What follows belongs to an exercise in optimizing a design on an open flow for small area, a short achievable clock period and few clock cycles; a production flow would make more cautious choices.
RTL that was checked went through simulation tests only; none was proved equivalent to the original.

==> inputs of run a <==
Design cic_core, start of the top module:
module cic_core (
    input  wire        clk,
    input  wire        rst,
    input  wire        start,
    input  wire        region_pal,
    input  wire        abort_req,
    input  wire [7:0]  seed,
    input  wire [47:0] checksum,    
    input  wire        pif_clk,
    input  wire        pif_din,
    output wire        drive_low,
    output wire        ready,
    output wire        busy,
    output wire        lockup,
    output reg  [1:0]  outcome
);
clock: 7.0 ns
lec_check: 0
abc_clock_period_in_ps: 2500
cap_margin: 20
core_margin: 2
core_utilization: 50
cts_cluster_diameter: 70
cts_cluster_size: 24
place_density: 0.6
setup_slack_margin: 4.5
slew_margin: 20
standard.sh (not shown) runs the stock make flow with config.mk's settings and CLKGATE_MAP_FILE= SYNTH_SCRIPT=/design/flow/synth_recipe.tcl, a recipe that flattens the netlist after the stock synthesis.
==> flow/flow/run.sh <==
#!/bin/bash
# The standard layout, with the port buffers made of buf_1 cells (which
# the resizer may size up) instead of the default delay-buffer cell.
set -euo pipefail
export BUFFER_PORTS_ARGS="-buffer_cell sky130_fd_sc_hd__buf_1"
bash standard.sh > standard_flow.log 2>&1
==> inputs of run b, as changes to run a <==
--- a/flow/design.v
+++ b/flow/design.v
@@ -60,33 +60,30 @@
     reg          rdy;
     reg          drv;
     reg          rgn;
     reg  [1:0]   bc;        
     reg  [4:0]   nc;        
     reg  [3:0]   rsh;       
+    reg  [3:0]   r1, r2, r3, r4;    
     reg  [3:0]   m1, m2, m3, m4, m5, m6, m7, m8,
                  m9, m10, m11, m12, m13, m14, m15;    
     reg  [119:0] sm;        
-    reg  [3:0]   vt;        
+    reg  [3:0]   va;        
     reg          vcy;       
+    reg  [3:0]   ptr;       
     reg  [1:0]   rnd;
     reg          act;       
     reg  [3:0]   cx;        
-    reg          vc, vd, ve, vf, vg, vh;    
+    reg  [3:0]   qa2;       
+    reg  [3:0]   qa3;       
+    reg          qcc;       
+    reg  [3:0]   qa6;       
+    reg          vb, vc, vd, ve, vf, vg, vh;    
     reg          fall_q;    
     reg          v2s2;      
     reg          sm_shift;  
-    wire [3:0] r4  = sm[3:0];      
-    wire [3:0] r3  = sm[7:4];      
-    wire [3:0] r2  = sm[11:8];     
-    wire [3:0] r1  = sm[15:12];    
-    wire [3:0] qa3 = sm[23:20];    
-    wire [3:0] qa6 = sm[27:24];    
-    wire [3:0] ptr = sm[31:28];    
-    wire       qcc = sm[32];       
-    wire [3:0] va  = sm[119:116];  
     wire fall, rise;
     cic_xfer u_xfer (
         .clk     (clk),
         .rst     (rst),
         .rdy     (rdy),
         .pif_clk (pif_clk),
@@ -122,13 +119,13 @@
     reg sbit;     
     always @* begin
         ssend = 1'b1;
         sbit  = 1'b0;
         case (seg)
             G_HELLO: sbit = bc[0] & (bc[1] | rgn);       
-            G_SEED, G_CK: sbit = sm[bsel];
+            G_SEED, G_CK: sbit = r4[bsel];
             G_CMPB:  begin ssend = bc[0]; sbit = cmp_bit; end
             G_V2A:   sbit = ~bc[0];                     
             G_V2T:   sbit = sm[bsel];
             G_CK0, G_V2Z, G_ACK: sbit = 1'b0;
             default: ssend = 1'b0;
         endcase
@@ -150,37 +147,20 @@
             default: ckx = checksum[47:44];
         endcase
     end
     wire [3:0] v2_a1 = va ^ {~rsh[0], 3'b000};
     wire [3:0] v2_a2 = v2_a1 + {~v2_a1[1], 2'b00};
     wire [3:0] v2_t  = v2_a2 + rsh;
-    function [4:0] v2_step2;
-        input       cy;
-        input [3:0] t;
-        reg   [3:0] u;
-        reg   [4:0] w;
-        begin
-            u = (cy ? t : t + 4'd7) + t;
-            w = {1'b0, u} + {1'b0, t} + {4'd0, cy};
-            v2_step2 = {w[4], ~w[3:0]};
-        end
-    endfunction
-    wire [4:0] v2_tab [0:31];
-    genvar gi;
-    generate
-        for (gi = 0; gi < 32; gi = gi + 1) begin : g_v2
-            assign v2_tab[gi] = v2_step2(gi / 16, gi % 16);
-        end
-    endgenerate
-    wire [4:0] v2_f   = v2_tab[{vcy, vt}];
-    wire [3:0] v2_out = v2_f[3:0];
-    wire [3:0] n1  = cx + m1;
+    wire [3:0] v2_u  = (vcy ? r1 : r1 + 4'd7) + r1;
+    wire [4:0] v2_w  = {1'b0, v2_u} + {1'b0, r1} + {4'd0, vcy};
+    wire [3:0] v2_out = ~v2_w[3:0];
+    wire [3:0] n1  = cx + m1 + 4'd1;
     wire [3:0] n2  = ~(n1 + m2 + 4'd1);
-    wire [4:0] s23 = {1'b0, m2} + {1'b0, m3} + 5'd1;
+    wire [4:0] s23 = {1'b0, qa2} + {1'b0, m3} + 5'd1;
     wire       cc  = s23[4];
-    wire [3:0] n3  = cc ? (m2 + {m3[2:0], 1'b1}) : s23[3:0];
+    wire [3:0] n3  = cc ? (qa2 + {m3[2:0], 1'b1}) : s23[3:0];
     wire [3:0] a3  = cc ? n3 : m3;
     wire [3:0] n4  = qa3 + m4;
     wire [3:0] n5a = qa3 + m4 + m5;
     wire [3:0] n5b = {~m4[3], m4[2:0]} + (m4[3] ? 4'd0 : m5);
     wire [3:0] n5  = qcc ? n5b : n5a;
     wire [3:0] n6  = (qcc ? m5 : {~m5[3], m5[2:0]}) + ((~qcc & m5[3]) ? 4'd0 : m6) + {3'd0, qcc};
@@ -191,65 +171,52 @@
     wire [3:0] n10 = n9  + m10 + 4'd1;
     wire [3:0] n11 = m10 + m11 + 4'd1;
     wire [3:0] n12 = n11 + m12 + 4'd1;
     wire [3:0] n13 = m12 + m13 + 4'd1;
     wire [3:0] n14 = n13 + m14 + 4'd1;
     wire [3:0] n15 = m14 + m15 + 4'd1;
-    wire [3:0] x15 = m14 + m15 + 4'd2;        
     wire       rnd_end = vh & ~vg;            
     wire [3:0] ptr_next = rgn ? ptr - 4'd1 : ptr + 4'd1;
-    wire       ptr_last = rgn ? (ptr == 4'd1) : (ptr == 4'd15);    
     wire       v2s1     = fall_q & (bc == 2'd3) & (seg == G_V2R);
     always @(posedge clk) begin
         v2s2 <= v2s1;
         sm_shift <= (fall & (bc == 2'd3) & (seg == G_V2T)) | v2s1;
-        if (sm_shift) begin
+        if (sm_shift)
             sm <= {v2_out, sm[119:4]};
-        end else begin
-            if (seg == G_HELLO) begin
-                sm[15:12] <= 4'd15;                         
-                sm[11:8]  <= 4'd0;
-                sm[7:4]   <= seed[7:4] + seed[3:0] + 4'd1;   
-                sm[3:0]   <= seed[7:4];                      
-            end else if (seg == G_CK0) begin
-                sm[15:12] <= 4'd3;
-                sm[11:8]  <= 4'd5;
-                sm[7:4]   <= 4'd3;
-                sm[3:0]   <= 4'd0;
-            end else if (fall_q && bc == 2'd3 && (seg == G_SEED || seg == G_CK)) begin
-                sm[15:12] <= r1 + 4'd1 + vt;
-                sm[11:8]  <= r2 + 4'd1 + r1;
-                sm[7:4]   <= r3 + 4'd1 + r2;
-                sm[3:0]   <= r4 + 4'd1 + r3;
-            end
-            if (act) begin
-                sm[23:20] <= a3;
-                sm[32]    <= cc;
-            end
-            if (vc)
-                sm[27:24] <= a6;
-            if (rnd_end)
-                sm[31:28] <= (m7 == 4'd0) ? 4'd1 : m7;
-            else if (rise && seg == G_CMPB && bc[0])
-                sm[31:28] <= ptr_next;
-            if (seg == G_V2A)
-                sm[119:116] <= 4'd5;
-        end
-        if (v2s2)
-            vcy <= v2_f[4];
-        else if (seg == G_V2A)
+        if (v2s2) begin
+            va  <= v2_out;
+            vcy <= v2_w[4];
+        end else if (seg == G_V2A) begin
+            va  <= 4'd5;
             vcy <= 1'b1;
-        if (v2s1)
-            vt <= v2_t;
-        else if (seg == G_SEED)
-            vt <= 4'd15;
-        else if (seg == G_CK)
-            vt <= ckx;
+        end else if (seg == G_SEED) begin
+            va  <= 4'd15;                    
+        end else if (seg == G_CK) begin
+            va  <= ckx;
+        end
         if (fall)
             rsh <= {rsh[2:0], pif_din};
         fall_q <= fall;
+        if (seg == G_HELLO) begin
+            r1 <= 4'd15;
+            r2 <= 4'd0;
+            r3 <= seed[7:4] + seed[3:0] + 4'd1;    
+            r4 <= seed[7:4];                       
+        end else if (seg == G_CK0) begin
+            r1 <= 4'd3;
+            r2 <= 4'd5;
+            r3 <= 4'd3;
+            r4 <= 4'd0;
+        end else if (fall_q && bc == 2'd3 && (seg == G_SEED || seg == G_CK)) begin
+            r1 <= r1 + 4'd1 + va;
+            r2 <= r2 + 4'd1 + r1;
+            r3 <= r3 + 4'd1 + r2;
+            r4 <= r4 + 4'd1 + r3;
+        end else if (v2s1) begin
+            r1 <= v2_t;
+        end
         if (seg == G_INIT && !nc[0]) begin
             m1  <= rgn ? TABLE_PAL[4*17 +: 4] : TABLE_NTSC[4*17 +: 4];
             m2  <= rgn ? TABLE_PAL[4*18 +: 4] : TABLE_NTSC[4*18 +: 4];
             m3  <= rgn ? TABLE_PAL[4*19 +: 4] : TABLE_NTSC[4*19 +: 4];
             m4  <= rgn ? TABLE_PAL[4*20 +: 4] : TABLE_NTSC[4*20 +: 4];
             m5  <= rgn ? TABLE_PAL[4*21 +: 4] : TABLE_NTSC[4*21 +: 4];
@@ -263,47 +230,64 @@
             m13 <= rgn ? TABLE_PAL[4*29 +: 4] : TABLE_NTSC[4*29 +: 4];
             m14 <= rgn ? TABLE_PAL[4*30 +: 4] : TABLE_NTSC[4*30 +: 4];
             m15 <= rgn ? TABLE_PAL[4*31 +: 4] : TABLE_NTSC[4*31 +: 4];
         end else if (fall_q && seg == G_INIT && nc[0] && bc == 2'd3) begin
             m1 <= rsh;                           
         end else if (seg == G_CMPC) begin
-            if (act) begin m1  <= n1;  m2  <= n2;  m3  <= n3;  end
+            if (act) begin m1  <= n1;  m2  <= n2;  end
+            if (vb)  m3 <= n3;
             if (vc)  begin m4  <= n4;  m5  <= n5;  m6  <= n6;  end
             if (vd)  begin m7  <= n7;  m8  <= n8;  end
             if (ve)  begin m9  <= n9;  m10 <= n10; end
             if (vf)  begin m11 <= n11; m12 <= n12; end
             if (vg)  begin m13 <= n13; m14 <= n14; end
             if (vh)  m15 <= n15;
         end
-        if (act)
-            cx <= cx - 4'd1;
-        else if (rnd_end)
-            cx <= x15;                           
-        else if (seg != G_CMPC)
-            cx <= m15 + 4'd1;                    
+        if (seg == G_CMPC) begin
+            if (act) begin
+                qa2 <= m2;
+                cx  <= cx - 4'd1;
+            end else if (rnd_end) begin
+                cx  <= n15;                      
+            end
+            if (vb) begin
+                qa3 <= a3;
+                qcc <= cc;
+            end
+            if (vc)
+                qa6 <= a6;
+            if (rnd_end)
+                ptr <= (m7 == 4'd0) ? 4'd1 : m7;
+        end else if (rise && seg == G_CMPB && bc[0]) begin
+            ptr <= ptr_next;
+        end else begin
+            cx  <= m15;                          
+        end
     end
     always @(posedge clk) begin
         if (rst) begin
             seg     <= G_IDLE;
             busy_r  <= 1'b0;
             lock_r  <= 1'b0;
             rdy     <= 1'b0;
             drv     <= 1'b0;
             outcome <= OUT_NONE;
             act     <= 1'b0;
+            vb      <= 1'b0;
             vc      <= 1'b0;
             vd      <= 1'b0;
             ve      <= 1'b0;
             vf      <= 1'b0;
             vg      <= 1'b0;
             vh      <= 1'b0;
         end else begin
             if (seg == G_CMPC) begin
                 if (act)
-                    act <= (cx != 4'd1);         
-                vc <= act;
+                    act <= (cx != 4'd0);
+                vb <= act;
+                vc <= vb;
                 vd <= vc;
                 ve <= vd;
                 vf <= ve;
                 vg <= vf;
                 vh <= vg;
                 if (rnd_end) begin
@@ -382,13 +366,13 @@
                                 lock_r  <= 1'b1;
                                 rdy     <= 1'b0;
                                 outcome <= OUT_LOCKUP;
                             end
                         endcase
                     end
-                    G_CMPB: if (bc[0] && ptr_last) begin
+                    G_CMPB: if (bc[0] && ptr_next == 4'd0) begin
                         bc <= 2'd0;
                         if (abort_req) begin
                             seg     <= G_IDLE;
                             busy_r  <= 1'b0;
                             rdy     <= 1'b0;
                             outcome <= OUT_ABORTED;
==> flow/flow/run.sh (replaced) <==
#!/bin/bash
# The standard layout, with the port buffers made of buf_2 cells (which
# the resizer may size up) instead of the default delay-buffer cell.
set -euo pipefail
export BUFFER_PORTS_ARGS="-buffer_cell sky130_fd_sc_hd__buf_2"
bash standard.sh > standard_flow.log 2>&1
- CTS_CLUSTER_DIAMETER: 70 -> default
- CTS_CLUSTER_SIZE: 24 -> default
==> inputs of run c, as changes to run a <==
--- a/flow/design.v
+++ b/flow/design.v
@@ -68,20 +68,21 @@
     reg  [119:0] sm;        
     reg  [3:0]   vt;        
     reg          vcy;       
     reg  [1:0]   rnd;
     reg          act;       
     reg  [3:0]   cx;        
-    reg          vc, vd, ve, vf, vg, vh;    
+    reg          vb, vc, vd, ve, vf, vg, vh;    
     reg          fall_q;    
     reg          v2s2;      
     reg          sm_shift;  
     wire [3:0] r4  = sm[3:0];      
     wire [3:0] r3  = sm[7:4];      
     wire [3:0] r2  = sm[11:8];     
     wire [3:0] r1  = sm[15:12];    
+    wire [3:0] qa2 = sm[19:16];    
     wire [3:0] qa3 = sm[23:20];    
     wire [3:0] qa6 = sm[27:24];    
     wire [3:0] ptr = sm[31:28];    
     wire       qcc = sm[32];       
     wire [3:0] va  = sm[119:116];  
     wire fall, rise;
@@ -150,37 +151,20 @@
             default: ckx = checksum[47:44];
         endcase
     end
     wire [3:0] v2_a1 = va ^ {~rsh[0], 3'b000};
     wire [3:0] v2_a2 = v2_a1 + {~v2_a1[1], 2'b00};
     wire [3:0] v2_t  = v2_a2 + rsh;
-    function [4:0] v2_step2;
-        input       cy;
-        input [3:0] t;
-        reg   [3:0] u;
-        reg   [4:0] w;
-        begin
-            u = (cy ? t : t + 4'd7) + t;
-            w = {1'b0, u} + {1'b0, t} + {4'd0, cy};
-            v2_step2 = {w[4], ~w[3:0]};
-        end
-    endfunction
-    wire [4:0] v2_tab [0:31];
-    genvar gi;
-    generate
-        for (gi = 0; gi < 32; gi = gi + 1) begin : g_v2
-            assign v2_tab[gi] = v2_step2(gi / 16, gi % 16);
-        end
-    endgenerate
-    wire [4:0] v2_f   = v2_tab[{vcy, vt}];
-    wire [3:0] v2_out = v2_f[3:0];
-    wire [3:0] n1  = cx + m1;
+    wire [3:0] v2_u  = (vcy ? vt : vt + 4'd7) + vt;
+    wire [4:0] v2_w  = {1'b0, v2_u} + {1'b0, vt} + {4'd0, vcy};
+    wire [3:0] v2_out = ~v2_w[3:0];
+    wire [3:0] n1  = cx + m1 + 4'd1;
     wire [3:0] n2  = ~(n1 + m2 + 4'd1);
-    wire [4:0] s23 = {1'b0, m2} + {1'b0, m3} + 5'd1;
+    wire [4:0] s23 = {1'b0, qa2} + {1'b0, m3} + 5'd1;
     wire       cc  = s23[4];
-    wire [3:0] n3  = cc ? (m2 + {m3[2:0], 1'b1}) : s23[3:0];
+    wire [3:0] n3  = cc ? (qa2 + {m3[2:0], 1'b1}) : s23[3:0];
     wire [3:0] a3  = cc ? n3 : m3;
     wire [3:0] n4  = qa3 + m4;
     wire [3:0] n5a = qa3 + m4 + m5;
     wire [3:0] n5b = {~m4[3], m4[2:0]} + (m4[3] ? 4'd0 : m5);
     wire [3:0] n5  = qcc ? n5b : n5a;
     wire [3:0] n6  = (qcc ? m5 : {~m5[3], m5[2:0]}) + ((~qcc & m5[3]) ? 4'd0 : m6) + {3'd0, qcc};
@@ -191,16 +175,14 @@
     wire [3:0] n10 = n9  + m10 + 4'd1;
     wire [3:0] n11 = m10 + m11 + 4'd1;
     wire [3:0] n12 = n11 + m12 + 4'd1;
     wire [3:0] n13 = m12 + m13 + 4'd1;
     wire [3:0] n14 = n13 + m14 + 4'd1;
     wire [3:0] n15 = m14 + m15 + 4'd1;
-    wire [3:0] x15 = m14 + m15 + 4'd2;        
     wire       rnd_end = vh & ~vg;            
     wire [3:0] ptr_next = rgn ? ptr - 4'd1 : ptr + 4'd1;
-    wire       ptr_last = rgn ? (ptr == 4'd1) : (ptr == 4'd15);    
     wire       v2s1     = fall_q & (bc == 2'd3) & (seg == G_V2R);
     always @(posedge clk) begin
         v2s2 <= v2s1;
         sm_shift <= (fall & (bc == 2'd3) & (seg == G_V2T)) | v2s1;
         if (sm_shift) begin
             sm <= {v2_out, sm[119:4]};
@@ -218,13 +200,15 @@
             end else if (fall_q && bc == 2'd3 && (seg == G_SEED || seg == G_CK)) begin
                 sm[15:12] <= r1 + 4'd1 + vt;
                 sm[11:8]  <= r2 + 4'd1 + r1;
                 sm[7:4]   <= r3 + 4'd1 + r2;
                 sm[3:0]   <= r4 + 4'd1 + r3;
             end
-            if (act) begin
+            if (act)
+                sm[19:16] <= m2;
+            if (vb) begin
                 sm[23:20] <= a3;
                 sm[32]    <= cc;
             end
             if (vc)
                 sm[27:24] <= a6;
             if (rnd_end)
@@ -232,13 +216,13 @@
             else if (rise && seg == G_CMPB && bc[0])
                 sm[31:28] <= ptr_next;
             if (seg == G_V2A)
                 sm[119:116] <= 4'd5;
         end
         if (v2s2)
-            vcy <= v2_f[4];
+            vcy <= v2_w[4];
         else if (seg == G_V2A)
             vcy <= 1'b1;
         if (v2s1)
             vt <= v2_t;
         else if (seg == G_SEED)
             vt <= 4'd15;
@@ -263,47 +247,50 @@
             m13 <= rgn ? TABLE_PAL[4*29 +: 4] : TABLE_NTSC[4*29 +: 4];
             m14 <= rgn ? TABLE_PAL[4*30 +: 4] : TABLE_NTSC[4*30 +: 4];
             m15 <= rgn ? TABLE_PAL[4*31 +: 4] : TABLE_NTSC[4*31 +: 4];
         end else if (fall_q && seg == G_INIT && nc[0] && bc == 2'd3) begin
             m1 <= rsh;                           
         end else if (seg == G_CMPC) begin
-            if (act) begin m1  <= n1;  m2  <= n2;  m3  <= n3;  end
+            if (act) begin m1  <= n1;  m2  <= n2;  end
+            if (vb)  m3 <= n3;
             if (vc)  begin m4  <= n4;  m5  <= n5;  m6  <= n6;  end
             if (vd)  begin m7  <= n7;  m8  <= n8;  end
             if (ve)  begin m9  <= n9;  m10 <= n10; end
             if (vf)  begin m11 <= n11; m12 <= n12; end
             if (vg)  begin m13 <= n13; m14 <= n14; end
             if (vh)  m15 <= n15;
         end
         if (act)
             cx <= cx - 4'd1;
         else if (rnd_end)
-            cx <= x15;                           
+            cx <= n15;                           
         else if (seg != G_CMPC)
-            cx <= m15 + 4'd1;                    
+            cx <= m15;                           
     end
     always @(posedge clk) begin
         if (rst) begin
             seg     <= G_IDLE;
             busy_r  <= 1'b0;
             lock_r  <= 1'b0;
             rdy     <= 1'b0;
             drv     <= 1'b0;
             outcome <= OUT_NONE;
             act     <= 1'b0;
+            vb      <= 1'b0;
             vc      <= 1'b0;
             vd      <= 1'b0;
             ve      <= 1'b0;
             vf      <= 1'b0;
             vg      <= 1'b0;
             vh      <= 1'b0;
         end else begin
             if (seg == G_CMPC) begin
                 if (act)
-                    act <= (cx != 4'd1);         
-                vc <= act;
+                    act <= (cx != 4'd0);
+                vb <= act;
+                vc <= vb;
                 vd <= vc;
                 ve <= vd;
                 vf <= ve;
                 vg <= vf;
                 vh <= vg;
                 if (rnd_end) begin
@@ -382,13 +369,13 @@
                                 lock_r  <= 1'b1;
                                 rdy     <= 1'b0;
                                 outcome <= OUT_LOCKUP;
                             end
                         endcase
                     end
-                    G_CMPB: if (bc[0] && ptr_last) begin
+                    G_CMPB: if (bc[0] && ptr_next == 4'd0) begin
                         bc <= 2'd0;
                         if (abort_req) begin
                             seg     <= G_IDLE;
                             busy_r  <= 1'b0;
                             rdy     <= 1'b0;
                             outcome <= OUT_ABORTED;
==> flow/flow/run.sh (replaced) <==
#!/bin/bash
# The standard layout, with the port buffers made of buf_2 cells (which
# the resizer may size up) instead of the default delay-buffer cell.
set -euo pipefail
export BUFFER_PORTS_ARGS="-buffer_cell sky130_fd_sc_hd__buf_2"
bash standard.sh > standard_flow.log 2>&1
- CTS_CLUSTER_DIAMETER: 70 -> 60
- CTS_CLUSTER_SIZE: 24 -> 20
==> impl_metrics.ini <==
[power]
ir_drop_v = 0.000187
leakage_nw = 5.58
seq_power_mw = 1.47

[finish]
nMultiInputCombCells = 835
utilization_pct = 57.1
area.sequential_um2 = 6370

[outcome]
status = no timing/DRC/antenna violations

[sta]
period_needed_ns = 2.47

[synth]
synthesis.nets = 1380

[place]
pre_cts_ws_ns = 3.92
routabilityCongestion = 0.907

[setup_path]
reg2regPathDepth = 10
(the above is from run a)
==> impl_metrics.ini <==
[place]
routabilityCongestion = 0.862
pre_cts_ws_ns = 4.03

[power]
leakage_nw = 5.74
seq_power_mw = 1.48
ir_drop_v = 0.000222

[outcome]
status = no timing/DRC/antenna violations

[setup_path]
reg2regPathDepth = 10
(the above is from run c)
==> impl_metrics.ini <==
[power]
ir_drop_v = 0.000206

[outcome]
status = no timing/DRC/antenna violations

[finish]
utilization_pct = 58.0
nMultiInputCombCells = 772

[place]
pre_cts_ws_ns = 4.11
routabilityCongestion = 0.904
(the above is from run b)
Testbench counts of run c, summed over its fixed seeds: cycles 47,364.
For run a and run b, only the layout was checked, not whether the RTL still works.

[re-timing with driven ports]
The results above use ideal ports. As a check the final layouts listed here were re-extracted and re-timed, cells and wires unchanged.
Step 1 (the two cells are an assumption about what drives the block):
set clk [get_ports {clk}]
set_driving_cell -lib_cell sky130_fd_sc_hd__clkbuf_16 $clk
set_driving_cell -lib_cell sky130_fd_sc_hd__buf_2 [delete_from_list [all_inputs] $clk]
Step 2 adds t to the input delays and takes it off the output delays; t is the mean of the earliest and latest rising clock arrival at the registers after step 1. Input paths then give back, and output paths get back, about the clock's delay inside the block.
Slacks: no drivers / after step 1 / after step 2; pairs: no drivers / after step 1.
| run | shift t [ns] | slack for setup (ns) | worst data-port slew with drivers (ns) | pins driven straight from the clock port |
|---|---|---|---|---|
| run a | 0.540 | 4.530 / 4.511 / 4.029 | 0.04 | 1 |
| run b | 0.595 | 4.510 / 4.492 / 4.117 | 0.04 | 1 |
| run c | 0.562 | 4.556 / 4.511 / 4.113 | 0.04 | 1 |
After both steps setup and hold are still met in every run listed. The setup slack of run a, which loses most, moves by -0.019 ns with the drivers and by -0.501 ns with both steps.
